Background: an optimization exercise with open tools, aiming at small area and few clock cycles. Do not read the settings as production practice.
In this exercise RTL edits were held to simulation tests only and were not proved equivalent to the original.
Power figures rest on the tool's default switching activity, not on a simulated workload.

==> nickel: inputs <==
==> flow/design.v (excerpt) <==
module hdlc_codec (
    input  wire       clk,
    input  wire       rst,
    input  wire       rx_valid,
    output wire       rx_ready,
    input  wire [7:0] rx_data,
    input  wire       rx_clear,
    output wire       pl_valid,
    input  wire       pl_ready,
    output wire [7:0] pl_data,
    output wire       pl_end,
    output wire       pl_crc_ok,
    output wire       pl_abort,
    input  wire       tx_valid,
    output wire       tx_ready,
    input  wire [7:0] tx_data,
    input  wire       tx_end,
    output wire       wire_valid,
    input  wire       wire_ready,
    output wire [7:0] wire_data
);
==> module hdlc_deframer, before the edit <==
module hdlc_deframer (
    input  wire       clk,
    input  wire       rst,
    input  wire       rx_valid,
    output wire       rx_ready,
    input  wire [7:0] rx_data,
    input  wire       rx_clear,
    output wire       pl_valid,
    input  wire       pl_ready,
    output wire [7:0] pl_data,
    output wire       pl_end,
    output wire       pl_crc_ok,
    output wire       pl_abort
);
    localparam [7:0] FLAG = 8'h7E;
    localparam [7:0] ESC  = 8'h7D;
    reg        open;        
    reg        nonempty;    
    reg        esc;         
    reg  [1:0] cnt;         
    reg  [7:0] d0;          
    reg  [7:0] d1;          
    reg [15:0] crc;         
    wire        is_flag = !rx_clear && (rx_data == FLAG);
    wire        is_byte = !rx_clear && !is_flag;
    wire        esc_in  = !esc && (rx_data == ESC);
    wire [7:0]  ubyte   = {rx_data[7:6], rx_data[5] ^ esc, rx_data[4:0]};
    wire        body    = open && nonempty;
    wire        cnt0    = (cnt == 2'd0);
    wire        cnt1    = (cnt == 2'd1);
    wire        cnt2    = (cnt == 2'd2);
    wire        cnt3    = (cnt == 2'd3);
    wire emit = rx_clear ? body :
                is_flag  ? (body && !cnt1) :
                           (open && cnt2 && !esc_in);
    wire hold = is_flag && body && cnt[0];
    assign rx_ready  = !hold && (!emit || pl_ready);
    assign pl_valid  = rx_valid && emit;
    assign pl_data   = d0;
    assign pl_end    = rx_clear || (is_flag && !cnt[0]);
    assign pl_crc_ok = is_flag && cnt2 && !esc && (crc == 16'hF0B8);
    assign pl_abort  = rx_clear;
    wire        take = rx_valid && rx_ready;
    wire [15:0] crc_next;
    crc16_x25_byte u_crc (.crc_in(crc), .data(ubyte), .crc_out(crc_next));
    always @(posedge clk) begin
        if (rst) begin
            open <= 1'b0;
        end else if (take && rx_clear) begin
            open <= 1'b0;
        end else if (take && is_flag) begin
            open <= 1'b1;
        end
    end
    always @(posedge clk) begin
        if (take && is_flag) begin
            nonempty <= 1'b0;
            esc      <= 1'b0;
            cnt      <= 2'd0;
            crc      <= 16'hFFFF;
        end else if (take && is_byte) begin
            nonempty <= 1'b1;
            esc      <= esc_in;
            if (!esc_in) begin
                cnt <= {cnt[1] | cnt[0], !cnt[1] && !cnt[0]};
                crc <= crc_next;
                d0  <= d1;
                d1  <= ubyte;
            end
        end else if (rx_valid && hold) begin
            if (cnt1) begin
                d0  <= d1;
                cnt <= 2'd3;
            end else if (pl_ready) begin
                cnt <= 2'd0;
            end
        end
    end
endmodule
==> module hdlc_framer, before the edit <==
module hdlc_framer (
    input  wire       clk,
    input  wire       rst,
    input  wire       tx_valid,
    output wire       tx_ready,
    input  wire [7:0] tx_data,
    input  wire       tx_end,
    output wire       wire_valid,
    input  wire       wire_ready,
    output wire [7:0] wire_data
);
    localparam [7:0] FLAG = 8'h7E;
    localparam [7:0] ESC  = 8'h7D;
    localparam [1:0] S_IDLE  = 2'b00;   
    localparam [1:0] S_BODY  = 2'b01;   
    localparam [1:0] S_CRCH  = 2'b11;   
    localparam [1:0] S_CLOSE = 2'b10;   
    reg  [1:0] state;
    reg [15:0] crc;
    reg        esc_pend;    
    wire       dat   = (state == S_BODY) && !tx_end;
    wire       flag  = !state[0];
    wire [7:0] x     = dat ? tx_data : crc[7:0];
    wire [7:0] raw   = dat ? tx_data : ~crc[7:0];
    wire       special = (raw == FLAG) || (raw == ESC);
    wire       stuff = !flag && special && !esc_pend;
    assign wire_valid = tx_valid;
    assign wire_data  = flag     ? FLAG :
                        esc_pend ? (raw ^ 8'h20) :
                        special  ? ESC : raw;
    assign tx_ready   = wire_ready && ((dat && !stuff) || state == S_CLOSE);
    wire       step = tx_valid && wire_ready;
    wire [15:0] crc_next;
    crc16_x25_byte u_crc (.crc_in(crc), .data(x), .crc_out(crc_next));
    always @(posedge clk) begin
        if (rst) begin
            state    <= S_IDLE;
            esc_pend <= 1'b0;
        end else if (step) begin
            if (flag) begin
                state <= state[1] ? S_IDLE : S_BODY;
            end else if (stuff) begin
                esc_pend <= 1'b1;
            end else begin
                esc_pend <= 1'b0;
                if (!dat)
                    state <= state[1] ? S_CLOSE : S_CRCH;
            end
        end
    end
    always @(posedge clk) begin
        if (step) begin
            if (state == S_IDLE)
                crc <= 16'hFFFF;
            else if (!flag && !stuff)
                crc <= crc_next;
        end
    end
endmodule
==> flow/config.mk <==
export PLATFORM = sky130hd
export DESIGN_NAME = hdlc_codec
export DESIGN_NICKNAME = hdlc_codec
export VERILOG_FILES = /design/flow/design.v
export SDC_FILE = /design/flow/constraint.sdc
export NUM_CORES = 4
export LEC_CHECK = 0
export ABC_AREA = 1
export CAP_MARGIN = 20
export CORE_MARGIN = 2
export CORE_UTILIZATION = 40
export SLEW_MARGIN = 20
==> flow/constraint.sdc <==
create_clock -name core_clock -period 4.0 [get_ports {clk}]
set_input_delay 0.8000 -clock core_clock [delete_from_list [all_inputs] [get_ports {clk}]]
set_output_delay 0.8000 -clock core_clock [all_outputs]
set_load 0.01 [all_outputs]
standard.sh (not shown) runs the stock make flow with config.mk's settings and CLKGATE_MAP_FILE= SYNTH_SCRIPT=/design/flow/synth_recipe.tcl, a recipe that flattens the netlist after the stock synthesis.
==> flow/flow/run.sh <==
#!/bin/bash
# The standard layout, with the smallest buffer on the ports.
set -euo pipefail
export BUFFER_PORTS_ARGS="-buffer_cell sky130_fd_sc_hd__buf_1"
bash standard.sh > standard.log 2>&1
==> inputs of maple, as changes to nickel <==
--- a/flow/design.v
+++ b/flow/design.v
@@ -26,3 +26,2 @@
     reg        open;        
-    reg        nonempty;    
     reg        esc;         
@@ -36,7 +35,5 @@
     wire [7:0]  ubyte   = {rx_data[7:6], rx_data[5] ^ esc, rx_data[4:0]};
-    wire        body    = open && nonempty;
-    wire        cnt0    = (cnt == 2'd0);
+    wire        body    = open && (esc || cnt != 2'd0);
     wire        cnt1    = (cnt == 2'd1);
     wire        cnt2    = (cnt == 2'd2);
-    wire        cnt3    = (cnt == 2'd3);
     wire emit = rx_clear ? body :
@@ -65,3 +62,2 @@
         if (take && is_flag) begin
-            nonempty <= 1'b0;
             esc      <= 1'b0;
@@ -70,3 +66,2 @@
         end else if (take && is_byte) begin
-            nonempty <= 1'b1;
             esc      <= esc_in;
@@ -83,3 +78,4 @@
             end else if (pl_ready) begin
-                cnt <= 2'd0;
+                cnt <= 2'd2;
+                esc <= 1'b1;
             end
@@ -99,4 +95,2 @@
 );
-    localparam [7:0] FLAG = 8'h7E;
-    localparam [7:0] ESC  = 8'h7D;
     localparam [1:0] S_IDLE  = 2'b00;   
@@ -112,8 +106,13 @@
     wire [7:0] raw   = dat ? tx_data : ~crc[7:0];
-    wire       special = (raw == FLAG) || (raw == ESC);
+    wire       special = (raw[7:2] == 6'b011111) && (raw[1] ^ raw[0]);
     wire       stuff = !flag && special && !esc_pend;
     assign wire_valid = tx_valid;
-    assign wire_data  = flag     ? FLAG :
-                        esc_pend ? (raw ^ 8'h20) :
-                        special  ? ESC : raw;
+    assign wire_data  = {!flag && raw[7],
+                         flag || raw[6],
+                         flag || (!esc_pend && raw[5]),
+                         flag || raw[4],
+                         flag || raw[3],
+                         flag || raw[2],
+                         flag || (!stuff && raw[1]),
+                         !flag && (stuff || raw[0])};
     assign tx_ready   = wire_ready && ((dat && !stuff) || state == S_CLOSE);
--- a/flow/config.mk
+++ b/flow/config.mk
@@ -7,3 +7,2 @@
 export LEC_CHECK = 0
-export ABC_AREA = 1
 export CAP_MARGIN = 20
==> inputs of raven, as changes to nickel <==
--- a/flow/design.v
+++ b/flow/design.v
@@ -26,3 +26,2 @@
     reg        open;        
-    reg        nonempty;    
     reg        esc;         
@@ -36,7 +35,5 @@
     wire [7:0]  ubyte   = {rx_data[7:6], rx_data[5] ^ esc, rx_data[4:0]};
-    wire        body    = open && nonempty;
-    wire        cnt0    = (cnt == 2'd0);
+    wire        body    = open && (esc || cnt != 2'd0);
     wire        cnt1    = (cnt == 2'd1);
     wire        cnt2    = (cnt == 2'd2);
-    wire        cnt3    = (cnt == 2'd3);
     wire emit = rx_clear ? body :
@@ -65,3 +62,2 @@
         if (take && is_flag) begin
-            nonempty <= 1'b0;
             esc      <= 1'b0;
@@ -70,3 +66,2 @@
         end else if (take && is_byte) begin
-            nonempty <= 1'b1;
             esc      <= esc_in;
@@ -83,3 +78,4 @@
             end else if (pl_ready) begin
-                cnt <= 2'd0;
+                cnt <= 2'd2;
+                esc <= 1'b1;
             end
@@ -99,4 +95,2 @@
 );
-    localparam [7:0] FLAG = 8'h7E;
-    localparam [7:0] ESC  = 8'h7D;
     localparam [1:0] S_IDLE  = 2'b00;   
@@ -112,8 +106,13 @@
     wire [7:0] raw   = dat ? tx_data : ~crc[7:0];
-    wire       special = (raw == FLAG) || (raw == ESC);
+    wire       special = (raw[7:2] == 6'b011111) && (raw[1] ^ raw[0]);
     wire       stuff = !flag && special && !esc_pend;
     assign wire_valid = tx_valid;
-    assign wire_data  = flag     ? FLAG :
-                        esc_pend ? (raw ^ 8'h20) :
-                        special  ? ESC : raw;
+    assign wire_data  = {!flag && raw[7],
+                         flag || raw[6],
+                         flag || (!esc_pend && raw[5]),
+                         flag || raw[4],
+                         flag || raw[3],
+                         flag || raw[2],
+                         flag || (!stuff && raw[1]),
+                         !flag && (stuff || raw[0])};
     assign tx_ready   = wire_ready && ((dat && !stuff) || state == S_CLOSE);
==> flow/flow/run.sh (replaced) <==
#!/bin/bash
# The standard layout, with the smallest buffer on the ports and a one-level clock tree.
set -euo pipefail
export BUFFER_PORTS_ARGS="-buffer_cell sky130_fd_sc_hd__buf_1"
export CTS_ARGS="-sink_clustering_enable -sink_clustering_size 100 -sink_clustering_max_diameter 500 -buf_list sky130_fd_sc_hd__clkbuf_8 -root_buf sky130_fd_sc_hd__clkbuf_8 -repair_clock_nets"
bash standard.sh > standard.log 2>&1
--- a/flow/config.mk
+++ b/flow/config.mk
@@ -7,3 +7,2 @@
 export LEC_CHECK = 0
-export ABC_AREA = 1
 export CAP_MARGIN = 20
==> inputs of cedar, as changes to nickel <==
==> flow/run.sh (new file) <==
#!/bin/bash
# synth_recipe.tcl (not shown) runs the flow's synth.tcl, then flattens the netlist and writes it again
# the make line also repeats each setting of config.mk as NAME=value (left out here)
make -C /OpenROAD-flow-scripts/flow DESIGN_CONFIG=/design/flow/config.mk WORK_HOME=/design/flow/orfs CLKGATE_MAP_FILE= SYNTH_SCRIPT=/design/flow/synth_recipe.tcl finish
--- a/flow/config.mk
+++ b/flow/config.mk
@@ -7,3 +7,2 @@
 export LEC_CHECK = 0
-export ABC_AREA = 1
 export CAP_MARGIN = 20
removed: flow/flow/run.sh
removed: flow/standard.sh
==> comparison <==
cedar finished clean. raven ran to the end with no violations. nickel produced a clean layout. maple completed without violations.
Register-to-register slack: cedar is better than nickel (0.04 ns).
Via count: raven is smaller than nickel (about 8%).
In clock power, raven and maple hardly differ.
Between nickel and maple, the lower critical path depth is in maple (gap 4).
Testbench counts of nickel, summed over its fixed seeds: cycles 48,770.
Testbench counts of maple, summed over its fixed seeds: cycles 48,770.
Testbench counts of raven, summed over its fixed seeds: cycles 48,770.
Testbench counts of cedar, summed over its fixed seeds: cycles 48,770.

==> what the ideal ports hide <==
No port has a modelled driver above. Below, the same layouts with a new extraction and two added sets of constraints.
Step 1, drivers: a clkbuf_16 drives clk and a buf_2 each remaining input, both assumed.
Step 2 also shifts input and output timing later by t, the mid clock arrival at the registers, as if the neighbouring blocks saw the same clock.
Slacks: no drivers / after step 1 / after step 2; pairs: no drivers / after step 1.
run | shift t [ns] | slack for setup (ns) | slew at the worst register clock pin (ns)
nickel | 0.341 | 0.882 / 0.855 / 0.855 | 0.11 / 0.11
maple | 0.329 | 0.698 / 0.671 / 0.755 | 0.11 / 0.11
raven | 0.329 | 0.698 / 0.671 / 0.755 | 0.11 / 0.11
cedar | 0.339 | 0.079 / 0.058 / 0.058 | 0.11 / 0.11
After both steps setup and hold are still met in every run listed. The setup slack of nickel, which loses most, moves by -0.027 ns with the drivers and by -0.027 ns with both steps.
